Background: an optimization exercise with open tools, aiming at a short achievable clock period and few clock cycles per item. Do not read the settings as production practice. Function was checked by simulation only, so behaviour that the tests miss may differ from the original. Power and IR drop assume default switching activity.

`flow/config.mk`:
```
export PLATFORM = sky130hd
export DESIGN_NAME = cp_frame_pipe
export DESIGN_NICKNAME = cp_frame_pipe
export VERILOG_FILES = /design/flow/design.v
export SDC_FILE = /design/flow/constraint.sdc
export NUM_CORES = 4
export LEC_CHECK = 0
export CAP_MARGIN = 20
export CORE_MARGIN = 2
export CORE_UTILIZATION = 40
export SLEW_MARGIN = 20
export SYNTH_MEMORY_MAX_BITS = 16384
```
`flow/constraint.sdc`:
```
create_clock -name core_clock -period 10.0 [get_ports {clk}]
set_input_delay 2.0000 -clock core_clock [delete_from_list [all_inputs] [get_ports {clk}]]
set_output_delay 2.0000 -clock core_clock [all_outputs]
set_load 0.01 [all_outputs]
```
`flow/design.v`:
```
module cp_crc8_step (
    input  wire [31:0] c,
    input  wire [7:0]  d,
    output reg  [31:0] q
);
    integer i;
    reg [31:0] x;
    always @(*) begin
        x = c ^ {24'd0, d};
        for (i = 0; i < 8; i = i + 1)
            x = (x >> 1) ^ (32'hEDB88320 & {32{x[0]}});
        q = x;
    end
endmodule
module cp_crc32_step (
    input  wire [31:0] c,
    input  wire [31:0] d,
    output reg  [31:0] q
);
    integer i;
    reg [31:0] x;
    always @(*) begin
        x = c ^ {d[7:0], d[15:8], d[23:16], d[31:24]};
        for (i = 0; i < 32; i = i + 1)
            x = (x >> 1) ^ (32'hEDB88320 & {32{x[0]}});
        q = x;
    end
endmodule
module cp_frame_pipe (
    input  wire        clk,
    input  wire        rst,
    input  wire        start,
    input  wire        in_valid,
    input  wire [7:0]  in_data,
    input  wire        in_eos,
    output wire        in_ready,
    output wire        out_valid,
    output wire [31:0] out_data,
    output wire        out_last,
    input  wire        out_ready,
    output reg         busy,
    output reg         done,
    output reg         err,
    output reg         eosf,
    output reg  [3:0]  err_code,
    output reg  [3:0]  err_state,
    output reg  [31:0] result,
    output reg  [31:0] frames,
    output reg  [31:0] incnt
);
    localparam F_HDR = 0, F_TYPE = 1, F_LEN = 2, F_HEX = 3, F_MHDR = 4, F_MVAL = 5;
    function [4:0] hexdec;
        input [7:0] c;
        begin
            if (c >= 8'h30 && c <= 8'h39)
                hexdec = {1'b1, c[3:0]};
            else if ((c >= 8'h41 && c <= 8'h46) || (c >= 8'h61 && c <= 8'h66))
                hexdec = {1'b1, c[3:0] + 4'd9};
            else
                hexdec = 5'd0;
        end
    endfunction
    function [7:0] hdr_char;
        input [2:0] k;
        case (k)
            3'd0:    hdr_char = 8'h6D;  
            3'd1:    hdr_char = 8'h65;  
            3'd2:    hdr_char = 8'h73;  
            3'd3:    hdr_char = 8'h73;  
            default: hdr_char = 8'h3D;  
        endcase
    endfunction
    function [7:0] mhdr_char;
        input [2:0] k;
        case (k)
            3'd0:    mhdr_char = 8'h6D;  
            3'd1:    mhdr_char = 8'h61;  
            3'd2:    mhdr_char = 8'h73;  
            3'd3:    mhdr_char = 8'h6B;  
            default: mhdr_char = 8'h3D;  
        endcase
    endfunction
    reg  [5:0] fst;        
    reg  [2:0] fk;         
    reg  [8:0] fr;         
    reg        fr_gt8;     
    reg        fr_eq1;     
    reg  [3:0] flhi;       
    reg        flhi0;      
    reg  [7:0] fexp;       
    reg        rdy;
    reg        fin;        
    reg        fpar;       
    reg        perr;
    reg  [3:0] pcode, pstate;
    reg  [1:0] pending;    
    reg        crc_ok;     
    assign in_ready = rdy;
    wire       take  = in_valid & rdy;
    wire       endin = rdy & ~in_valid & in_eos;
    wire [4:0] hd    = hexdec(in_data);
    wire       hok   = hd[4];
    wire [3:0] hv    = hd[3:0];
    wire f_hexf   = fst[F_TYPE] | fst[F_LEN] | fst[F_HEX] | fst[F_MVAL];
    wire f_lenchk = fst[F_LEN] & fk[0] & flhi0;
    wire f_last   = fst[F_MVAL] & (fk == 3'd7);
    wire f_k4     = (fk == 3'd4);
    wire f_k1     = fk[0];
    wire lowlen   = f_lenchk & (in_data[7:2] == 6'b001100);    
    wire okc      = f_hexf ? (hok & ~lowlen) : (in_data == fexp);
    wire good     = okc & ~(f_last & ~crc_ok);
    always @(posedge clk) begin
        if (rst) begin
            fst    <= 6'd1;
            fk     <= 3'd0;
            fr     <= 9'd0;
            fr_gt8 <= 1'b0;
            fr_eq1 <= 1'b0;
            flhi   <= 4'd0;
            flhi0  <= 1'b0;
            fexp   <= 8'h6D;
            rdy    <= 1'b0;
            fin    <= 1'b0;
            fpar   <= 1'b0;
            perr   <= 1'b0;
            pcode  <= 4'd0;
            pstate <= 4'd0;
        end else if (!busy) begin
            if (start) begin
                rdy    <= 1'b1;
                fin    <= 1'b0;
                fst    <= 6'd1;
                fk     <= 3'd0;
                fexp   <= 8'h6D;
                perr   <= 1'b0;
                pcode  <= 4'd0;
                pstate <= 4'd0;
            end
        end else if (!fin) begin
            if (take) begin
                if (!good) begin
                    fin  <= 1'b1;
                    rdy  <= 1'b0;
                    perr <= 1'b1;
                    case (1'b1)
                        fst[F_HDR]:  begin pcode <= 4'd1; pstate <= 4'd1; end
                        fst[F_TYPE]: begin pcode <= 4'd2; pstate <= 4'd2; end
                        fst[F_LEN]:  begin pcode <= hok ? 4'd1 : 4'd2; pstate <= 4'd3; end
                        fst[F_HEX]:  begin pcode <= 4'd2; pstate <= fr_gt8 ? 4'd4 : 4'd5; end
                        fst[F_MHDR]: begin pcode <= 4'd1; pstate <= 4'd6; end
                        default:     begin pcode <= okc ? 4'd4 : 4'd2; pstate <= okc ? 4'd8 : 4'd7; end
                    endcase
                end else begin
                    case (1'b1)
                        fst[F_HDR]: begin
                            if (f_k4) begin
                                fst <= 6'd1 << F_TYPE;
                                fk  <= 3'd0;
                            end else begin
                                fk   <= fk + 3'd1;
                                fexp <= hdr_char(fk + 3'd1);
                            end
                        end
                        fst[F_TYPE]: begin
                            if (f_k1) begin
                                fst <= 6'd1 << F_LEN;
                                fk  <= 3'd0;
                            end else
                                fk <= fk + 3'd1;
                        end
                        fst[F_LEN]: begin
                            if (f_k1) begin
                                fst    <= 6'd1 << F_HEX;
                                fk     <= 3'd0;
                                fr     <= {flhi, hv, 1'b0};
                                fr_gt8 <= (flhi != 4'd0) || (hv > 4'd4);
                                fr_eq1 <= 1'b0;
                            end else begin
                                fk    <= fk + 3'd1;
                                flhi  <= hv;
                                flhi0 <= (hv == 4'd0);
                            end
                        end
                        fst[F_HEX]: begin
                            fr     <= fr - 9'd1;
                            fr_gt8 <= (fr > 9'd9);
                            fr_eq1 <= (fr == 9'd2);
                            if (fr_eq1) begin
                                fst  <= 6'd1 << F_MHDR;
                                fk   <= 3'd0;
                                fexp <= 8'h6D;
                            end
                        end
                        fst[F_MHDR]: begin
                            if (f_k4) begin
                                fst <= 6'd1 << F_MVAL;
                                fk  <= 3'd0;
                            end else begin
                                fk   <= fk + 3'd1;
                                fexp <= mhdr_char(fk + 3'd1);
                            end
                        end
                        default: begin  
                            if (f_last) begin
                                fst  <= 6'd1 << F_HDR;
                                fk   <= 3'd0;
                                fexp <= 8'h6D;
                                fpar <= ~fpar;
                                rdy  <= ~pending[~fpar];
                            end else
                                fk <= fk + 3'd1;
                        end
                    endcase
                end
            end else if (endin) begin
                fin <= 1'b1;
                rdy <= 1'b0;
                case (1'b1)
                    fst[F_HDR]:  begin perr <= (fk != 3'd0); pcode <= (fk != 3'd0) ? 4'd1 : 4'd0;
                                       pstate <= (fk != 3'd0) ? 4'd1 : 4'd0; end
                    fst[F_TYPE]: begin perr <= 1'b1; pcode <= 4'd2; pstate <= 4'd2; end
                    fst[F_LEN]:  begin perr <= 1'b1; pcode <= 4'd2; pstate <= 4'd3; end
                    fst[F_HEX]:  begin perr <= 1'b1; pcode <= fr_gt8 ? 4'd3 : 4'd2;
                                       pstate <= fr_gt8 ? 4'd4 : 4'd5; end
                    fst[F_MHDR]: begin perr <= 1'b1; pcode <= 4'd1; pstate <= 4'd6; end
                    default:     begin perr <= 1'b1; pcode <= 4'd2; pstate <= 4'd7; end
                endcase
            end else if (fst[F_HDR] && fk == 3'd0) begin
                rdy <= ~pending[fpar];
            end
        end
    end
    reg  [7:0] d_q;
    reg        tk_q;
    reg        b_type, b_start, b_len, b_dhi, b_dlo, b_dlast, b_crc, b_mval;
    reg        commit_q;
    always @(posedge clk) begin
        d_q     <= in_data;
        b_type  <= fst[F_TYPE];
        b_start <= fst[F_TYPE] & ~fk[0];
        b_len   <= fst[F_LEN];
        b_dhi   <= fst[F_HEX] & fr_gt8 & ~fr[0];
        b_dlo   <= fst[F_HEX] & fr_gt8 & fr[0];
        b_dlast <= (fr == 9'd9);
        b_crc   <= fst[F_HEX] & ~fr_gt8;
        b_mval  <= fst[F_MVAL];
        if (rst) begin
            tk_q     <= 1'b0;
            commit_q <= 1'b0;
        end else begin
            tk_q     <= take & busy & ~fin;
            commit_q <= take & busy & ~fin & good & f_last;
        end
    end
    wire [4:0] bd = hexdec(d_q);
    wire [3:0] bv = bd[3:0];
    reg  [7:0]  type_acc, len_acc;
    reg  [3:0]  dhi;
    reg  [31:0] crc;
    reg  [7:0]  bi;
    reg  [31:0] wbuf;
    reg         wr_q;
    reg  [5:0]  wi_q;
    reg  [31:0] fcrc;
    reg  [31:0] mask_acc;
    reg         fb;        
    reg  [31:0] nf;        
    wire [7:0]  dbyte = {dhi, bv};
    wire [31:0] crc8_q;
    cp_crc8_step u_crc8 (.c(crc), .d(dbyte), .q(crc8_q));
    reg  [7:0]  d_type  [0:1];
    reg  [7:0]  d_len   [0:1];
    reg  [31:0] d_fcrc  [0:1];
    reg  [31:0] d_mask  [0:1];
    reg  [5:0]  d_wm1   [0:1];    
    reg         d_wz    [0:1];    
    reg  [31:0] d_lmask [0:1];    
    wire [7:0]  len_m1 = len_acc - 8'd1;
    always @(posedge clk) begin
        wr_q <= 1'b0;
        if (tk_q) begin
            if (b_type)
                type_acc <= {type_acc[3:0], bv};
            if (b_start) begin
                crc <= 32'hFFFFFFFF;
                bi  <= 8'd0;
            end
            if (b_len)
                len_acc <= {len_acc[3:0], bv};
            if (b_dhi)
                dhi <= bv;
            if (b_dlo) begin
                crc <= crc8_q;
                case (bi[1:0])
                    2'd0: wbuf[31:24] <= dbyte;
                    2'd1: wbuf[23:16] <= dbyte;
                    2'd2: wbuf[15:8]  <= dbyte;
                    default: wbuf[7:0] <= dbyte;
                endcase
                bi <= bi + 8'd1;
                wi_q <= bi[7:2];
                wr_q <= (bi[1:0] == 2'd3) || b_dlast;
            end
            if (b_crc)
                fcrc <= {fcrc[27:0], bv};
            if (b_mval)
                mask_acc <= {mask_acc[27:0], bv};
        end
        crc_ok <= (fcrc == ~crc);
        if (commit_q) begin
            d_type[fb]  <= type_acc;
            d_len[fb]   <= len_acc;
            d_fcrc[fb]  <= fcrc;
            d_mask[fb]  <= {mask_acc[27:0], bv};
            d_wm1[fb]   <= len_m1[7:2] - 6'd1;
            d_wz[fb]    <= (len_m1[7:2] == 6'd0);
            case (len_acc[1:0])
                2'd1:    d_lmask[fb] <= 32'hFF000000;
                2'd2:    d_lmask[fb] <= 32'hFFFF0000;
                2'd3:    d_lmask[fb] <= 32'hFFFFFF00;
                default: d_lmask[fb] <= 32'hFFFFFFFF;
            endcase
        end
    end
    reg  [31:0] bank0 [0:62];
    reg  [31:0] bank1 [0:62];
    always @(posedge clk) begin
        if (wr_q) begin
            if (fb)
                bank1[wi_q] <= wbuf;
            else
                bank0[wi_q] <= wbuf;
        end
    end
    localparam [2:0] O_PH = 3'd0, O_PC = 3'd1, O_PD = 3'd2,
                     O_QH = 3'd3, O_QC = 3'd4, O_QD = 3'd5;
    reg         ovq;
    reg  [31:0] odq;
    reg         olq;
    reg  [2:0]  oph;
    reg         ob;        
    reg  [5:0]  ri;        
    reg  [31:0] nmask;     
    reg  [31:0] cmask;     
    reg  [31:0] pcrc;
    assign out_valid = ovq;
    assign out_data  = odq;
    assign out_last  = olq;
    reg         ri_bank;
    wire [31:0] rdw   = ri_bank ? bank1[ri] : bank0[ri];
    wire [7:0]  o_type  = d_type[ob];
    wire [7:0]  o_len   = d_len[ob];
    wire [5:0]  o_wm1   = d_wm1[ob];
    wire        o_wz    = d_wz[ob];
    wire [31:0] o_mask  = d_mask[ob];
    wire [31:0] o_lmask = d_lmask[ob];
    wire [7:0]  o_n     = o_len - 8'd4;
    wire [7:0]  o_m     = {o_wm1 + 6'd1, 2'b00} & {8{~o_wz}};
    wire [7:0]  n_type  = d_type[~ob];
    wire [7:0]  n_len   = d_len[~ob];
    wire        adv      = ~ovq | out_ready;
    wire        ri_last  = (ri == o_wm1);
    wire [5:0]  ri_n     = ri + 6'd1;
    wire [31:0] nmask_n  = (ri[0] ? 32'hFFFFFFFF : o_mask) &
                           ((ri_n == o_wm1) ? o_lmask : 32'hFFFFFFFF);
    wire [31:0] nmask_0  = o_wz ? 32'hFFFFFFFF : ((o_wm1 == 6'd0) ? o_lmask : 32'hFFFFFFFF);
    wire [31:0] pcrc_q;
    cp_crc32_step u_crc32 (.c(pcrc), .d(odq & cmask), .q(pcrc_q));
    always @(posedge clk) begin
        if (rst) begin
            ovq     <= 1'b0;
            olq     <= 1'b0;
            oph     <= O_PH;
            ob      <= 1'b0;
            ri_bank <= 1'b0;
        end else begin
            if (ovq && out_ready && oph == O_PD)
                pcrc <= pcrc_q;
            if (adv) begin
                if (!ovq) begin
                    if (pending[ob]) begin
                        ovq  <= 1'b1;
                        odq  <= {7'd0, 1'b0, o_type, o_len, o_n};
                        olq  <= 1'b0;
                        oph  <= O_PH;
                        pcrc <= 32'hFFFFFFFF;
                    end
                end else begin
                    case (oph)
                        O_PH: begin
                            odq   <= d_fcrc[ob];
                            olq   <= o_wz;
                            oph   <= O_PC;
                            ri    <= 6'd0;
                            ri_bank <= ob;
                            nmask <= nmask_0;
                        end
                        O_PC, O_PD: begin
                            if ((oph == O_PC) ? !o_wz : !olq) begin
                                odq   <= rdw;
                                olq   <= ri_last;
                                oph   <= O_PD;
                                cmask <= nmask;
                                nmask <= nmask_n;
                                ri    <= ri_n;
                            end else begin
                                odq <= {7'd0, 1'b1, o_type, o_len, o_m};
                                olq <= 1'b0;
                                oph <= O_QH;
                            end
                        end
                        O_QH: begin
                            odq   <= ~pcrc;
                            olq   <= o_wz;
                            oph   <= O_QC;
                            ri    <= 6'd0;
                            nmask <= nmask_0;
                        end
                        default: begin  
                            if ((oph == O_QC) ? !o_wz : !olq) begin
                                odq   <= rdw & nmask;
                                olq   <= ri_last;
                                oph   <= O_QD;
                                nmask <= nmask_n;
                                ri    <= ri_n;
                            end else begin
                                ob <= ~ob;
                                if (pending[~ob]) begin
                                    odq  <= {7'd0, 1'b0, n_type, n_len, n_len - 8'd4};
                                    olq  <= 1'b0;
                                    oph  <= O_PH;
                                    pcrc <= 32'hFFFFFFFF;
                                end else
                                    ovq <= 1'b0;
                            end
                        end
                    endcase
                end
            end
        end
    end
    wire o_finish = ovq && adv && (oph == O_QD || oph == O_QC) &&
                    ((oph == O_QC) ? o_wz : olq);
    always @(posedge clk) begin
        if (rst) begin
            pending   <= 2'b00;
            fb        <= 1'b0;
            nf        <= 32'd0;
            busy      <= 1'b0;
            done      <= 1'b0;
            err       <= 1'b0;
            eosf      <= 1'b0;
            err_code  <= 4'd0;
            err_state <= 4'd0;
            result    <= 32'd0;
            frames    <= 32'd0;
            incnt     <= 32'd0;
        end else begin
            if (take)
                incnt <= incnt + 32'd1;
            if (o_finish)
                pending[ob] <= 1'b0;
            if (commit_q) begin
                pending[fb] <= 1'b1;
                fb          <= ~fb;
                nf          <= nf + 32'd1;
                frames      <= frames + 32'd1;
            end
            if (!busy) begin
                if (start) begin
                    busy      <= 1'b1;
                    done      <= 1'b0;
                    err       <= 1'b0;
                    eosf      <= 1'b0;
                    err_code  <= 4'd0;
                    err_state <= 4'd0;
                    nf        <= 32'd0;
                end
            end else if (fin && pending == 2'b00 && !ovq && !commit_q && !tk_q) begin
                busy      <= 1'b0;
                done      <= ~perr;
                err       <= perr;
                eosf      <= ~perr;
                err_code  <= pcode;
                err_state <= pstate;
                if (!perr)
                    result <= nf;
            end
        end
    end
endmodule
```
`flow/run.sh`:
```
#!/bin/bash
# synth_recipe.tcl (not shown) runs the flow's synth.tcl, then flattens the netlist and writes it again
# the make line also repeats each setting of config.mk as NAME=value (left out here)
make -C /OpenROAD-flow-scripts/flow DESIGN_CONFIG=/design/flow/config.mk WORK_HOME=/design/flow/orfs CLKGATE_MAP_FILE= SYNTH_SCRIPT=/design/flow/synth_recipe.tcl finish
```
==> summary.txt <==
-- kinds of logic after synthesis --
kind of cell               synth area share [%]
and+or+nand+nor                            2.50
adders and majority gates                 0.189
AOI/OAI and AO/OA                          1.90
buffers and inverters                      1.00
other                                   0.00202
DFF                                        75.3
muxes                                      16.4
xor gates and xnor gates                   2.70
-- cell type report --
class                      instances  area (um^2)  area share [%]
antenna                            9         22.5          0.0107
clock buffer                     552        11900            5.67
clock inverter                   275         2340            1.11
inverter                          35          133          0.0630
multi-input combinational       3611        44900            21.3
sequential                      4718       140000            66.3
tap                             6149         7690            3.65
timing repair buffer             449         4000            1.90
-- power breakdown --
group | switching [uW] | internal [uW]
Sequential | 22.6 | 21300
Clock | 7350 | 9360
Combinational | 2250 | 1460
-- critical path: cells and delay by family --
kind	cells	cell delay [ns]
AO/OA/AOI/OAI	6	2.38
AND/OR/NAND/NOR	4	0.92
buffers and inverters	2	0.77
multiplexers	1	0.24
adder cells (fa/ha/maj)	1	0.21
-- cells in the final DEF, fill, tap and decap left out, drive strengths merged, types with 36 or more instances in the layout --
cell           synthesis  layout
clkinv                 0     214
buf                  162     295
nor2                 350     350
a21oi                176     176
inv                   35      49
mux4                1247    1247
edfxtp              4504    4504
mux2i                203     203
xor2                 173     173
nand2                378     378
xnor2                263     263
xnor3                 40      40
nor2b                 41      41
a211oi                36      36
dfxtp                214     214
clkdlybuf4s50          0     154
clkbuf               289     552
o21ai                203     203
nand3                 63      63
-- final timing paths --
check,cells after the start,endpoint,startpoint
min reg2reg,0,d_type[1][4],type_acc[4]
min,0,d_type[1][4],type_acc[4]
max reg2reg,9,odq[24],flop
max,14,fst[5],in_data[1]
-- state kept, by name (all words and copies together) (netlist names), 64 cells and up, named ones only --
| name | cells |
|---|---|
| bank0 | 2016 |
| d_fcrc | 64 |
| d_mask | 64 |
| bank1 | 2016 |
-- stage by stage --
stage,hold slack [ns],total power [uW]
floorplan,0.362,24200
global placement,0.423,25400
detailed placement,0.436,25400
CTS,0.430,42000
global route,0.453,42800
finish,0.426,41800
-- layer usage --
| layer | share of wire (%) | GRT usage, % | vias to the layer above |
|---|---|---|---|
| met5 | 0.0062 | 0 | - |
| li1 | - | - | 37200 |
| met1 | 40 | 29.0 | 49800 |
| met3 | 8.8 | 4.04 | 651 |
| met4 | 2.9 | 5.86 | 4 |
| met2 | 48 | 34.0 | 4183 |
==> run_summary.xml <==
<?xml version="1.0" encoding="UTF-8"?>
<metrics>
  <group name="layout">
    <metric name="stdcell_area" unit="um^2">211000</metric>
    <metric name="syn_to_final_growth" unit="%">13.7</metric>
    <metric name="fin_util" unit="%">45.7</metric>
    <metric name="finalNonFillerCells" unit="">15800</metric>
    <metric name="layout-drive-gt1-share" unit="%">24.7</metric>
    <metric name="final_net_count" unit="">9311</metric>
    <metric name="final.fill_count" unit="">38300</metric>
  </group>
  <group name="synthesis">
    <metric name="syn-mean-instance-area" unit="um^2">21.0</metric>
    <metric name="synth_top_area_share" unit="%">73.0</metric>
    <metric name="most_frequent_cells_after_synthesis" unit="">4504 x edfxtp_1, 1247 x mux4_2, 378 x nand2_1</metric>
    <metric name="synth_top_flop_cell" unit="">edfxtp_1</metric>
    <metric name="yosysWarnings" unit="">3</metric>
    <metric name="post_synth_num_cell_types" unit="">81</metric>
    <metric name="post-synth-top-area-cell" unit="">edfxtp_1</metric>
    <metric name="synth_seq_cells" unit="">4718</metric>
    <metric name="syn_nets" unit="">8857</metric>
    <metric name="yosys.cell_count.top_type" unit="">edfxtp_1</metric>
    <metric name="async_reset_ff_share" unit="%">0</metric>
    <metric name="syn_area" unit="um^2">185000</metric>
    <metric name="number_of_instances_in_the_synthesized_netlist" unit="">8815</metric>
    <metric name="synth.area.top_cells" unit="">edfxtp_1 73%, mux4_2 15%, dfxtp_1 2.3%</metric>
    <metric name="number_of_enable_flip_flop_cells_after_synthesis" unit="">4504</metric>
    <metric name="ys_seq_area_share" unit="%">75.3</metric>
  </group>
  <group name="worst_setup_path">
    <metric name="critical_path.slowest_cell" unit="">clkdlybuf4s50_1</metric>
    <metric name="critical_path.startpoint_type" unit="">input pin</metric>
    <metric name="timing.setup.critical_path_class" unit="">input pin to flop</metric>
    <metric name="worstPathArrival" unit="ns">6.54</metric>
    <metric name="ff2ff_setup_slack" unit="ns">4.44</metric>
    <metric name="path_common_cell" unit="">o21ai_1</metric>
    <metric name="path_max_fanout" unit="">7</metric>
    <metric name="required" unit="ns">10.83</metric>
    <metric name="crit_path_cell_trace" unit="">clkdlybuf4s50_1, inv_1, ha_1, nor3b_1, a31oi_1, nand3_1, a211o_1, a22oi_1, o21ai_0, o21ai_1, o21ai_1, nor4_1, mux2i_1, nor2_1</metric>
    <metric name="cp_slowest_stage_delay" unit="ns">0.64</metric>
    <metric name="worst_setup_path_end_kind" unit="">flop</metric>
  </group>
  <group name="cts">
    <metric name="clock_tree_from_tritoncts" unit="">yes</metric>
    <metric name="clk-insertion-delay-late" unit="ns">1.01</metric>
    <metric name="cts_resized" unit="">0</metric>
    <metric name="ctsRootBufferMaster" unit="">clkbuf_16</metric>
    <metric name="h-tree-depth" unit="">5</metric>
    <metric name="clockBufferDepth" unit="">4</metric>
    <metric name="cts_sinks" unit="">4718</metric>
    <metric name="cts-hold-fix-buffers" unit="">0</metric>
    <metric name="post_cts.repair.setup_buffers" unit="">0</metric>
    <metric name="cts-buffers-inserted" unit="">454</metric>
    <metric name="clk_transition_reported_paths" unit="ns">0.06</metric>
  </group>
  <group name="grt">
    <metric name="via_count_of_the_first_global_routing_pass" unit="">91900</metric>
    <metric name="antenna_found_initial" unit="">30</metric>
    <metric name="grt_remaining_overflow" unit="">0</metric>
    <metric name="grt_first_pass_wirelength" unit="mm">702</metric>
    <metric name="globalRouteTotalUtil" unit="%">21.0</metric>
    <metric name="pin_count_of_the_biggest_net_entering_global_routing" unit="">136</metric>
  </group>
  <group name="route">
    <metric name="drc" unit="">0</metric>
    <metric name="viasPerCell" unit="">5.82</metric>
    <metric name="final_antenna_net_count" unit="">0</metric>
    <metric name="finalWirelength" unit="mm">501</metric>
    <metric name="first_iter_violations" unit="">12000</metric>
    <metric name="routed_wire_length_per_instance" unit="um">31.7</metric>
    <metric name="num_vias" unit="">91900</metric>
    <metric name="drt_pass1_iterations" unit="">6</metric>
  </group>
  <group name="place">
    <metric name="place_hpwl" unit="mm">288</metric>
    <metric name="detailedPlace.worstSlack" unit="ns">3.39</metric>
    <metric name="numPlacedInstances" unit="">15000</metric>
    <metric name="gp_congestion" unit="">0.895</metric>
    <metric name="standard_cell_area_after_detailed_placement" unit="um^2">196000</metric>
    <metric name="port-buffer-count" unit="">155</metric>
  </group>
  <group name="sta">
    <metric name="finalCriticalPeriod" unit="ns">5.71</metric>
    <metric name="hold_viol_final" unit="">0</metric>
    <metric name="portion_of_the_clock_cycle_consumed_by_the_worst_path_in_the_final_layout" unit="%">57.1</metric>
    <metric name="final.setup_skew" unit="ns">0.0675</metric>
    <metric name="timing.max_slew.rel_slack" unit="%">16.6</metric>
    <metric name="setup_violations" unit="">0</metric>
    <metric name="setup-tns-final" unit="ns">0</metric>
    <metric name="tightestPinTransition" unit="ns">1.22</metric>
    <metric name="grt_setup_unrepaired" unit="">no</metric>
    <metric name="max_clock_freq" unit="GHz">0.175</metric>
    <metric name="timing.final.ws_setup" unit="ns">4.29</metric>
    <metric name="timing_max_transition_violations_final" unit="">0</metric>
  </group>
  <group name="pwr">
    <metric name="cellLeakagePower" unit="uW">0.0514</metric>
    <metric name="peakVddDrop" unit="uV">446</metric>
    <metric name="power-per-cell-area" unit="nW/um^2">198</metric>
  </group>
  <group name="floorplan">
    <metric name="die_height" unit="um">685</metric>
    <metric name="core" unit="um^2">460000</metric>
    <metric name="num_rows" unit="">249</metric>
    <metric name="initial_utilization" unit="%">40.2</metric>
    <metric name="die_w" unit="um">685</metric>
    <metric name="ioPinCount" unit="">157</metric>
    <metric name="design.die.area" unit="um^2">469000</metric>
  </group>
  <group name="job">
    <metric name="max-cap-violations" unit="">0</metric>
  </group>
  <group name="hold_path">
    <metric name="min_path_type" unit="">flop to flop</metric>
  </group>
  <group name="outcome">
    <metric name="run_status" unit="">finished clean</metric>
  </group>
</metrics>
Testbench counts, summed over its fixed seeds: cycles 26,666, chars 25,794.

-- separate check: timing with driven ports --
In the flow no input, the clock included, has a driving cell. The finished layout below was timed again as built, in two steps. Step 1 assumes that a clkbuf_16 drives the clock port and a buf_2 every other input. Step 2 times the ports against the registers' clock, not the clock port: input delays grow and output delays shrink by t, the midpoint of the rising clock arrivals with the driver on. Slacks: no drivers / after step 1 / after step 2; pairs: no drivers / after step 1.
t (ns): 1.092
setup slack, ns: 4.290 / 4.369 / 3.277
worst data-port slew with drivers (ns): 0.04
pins driven straight from the clock port: 1
After both steps setup and hold are still met in this run. For this run, drivers alone change the setup slack by +0.079 ns; drivers and shift together by -1.013 ns.
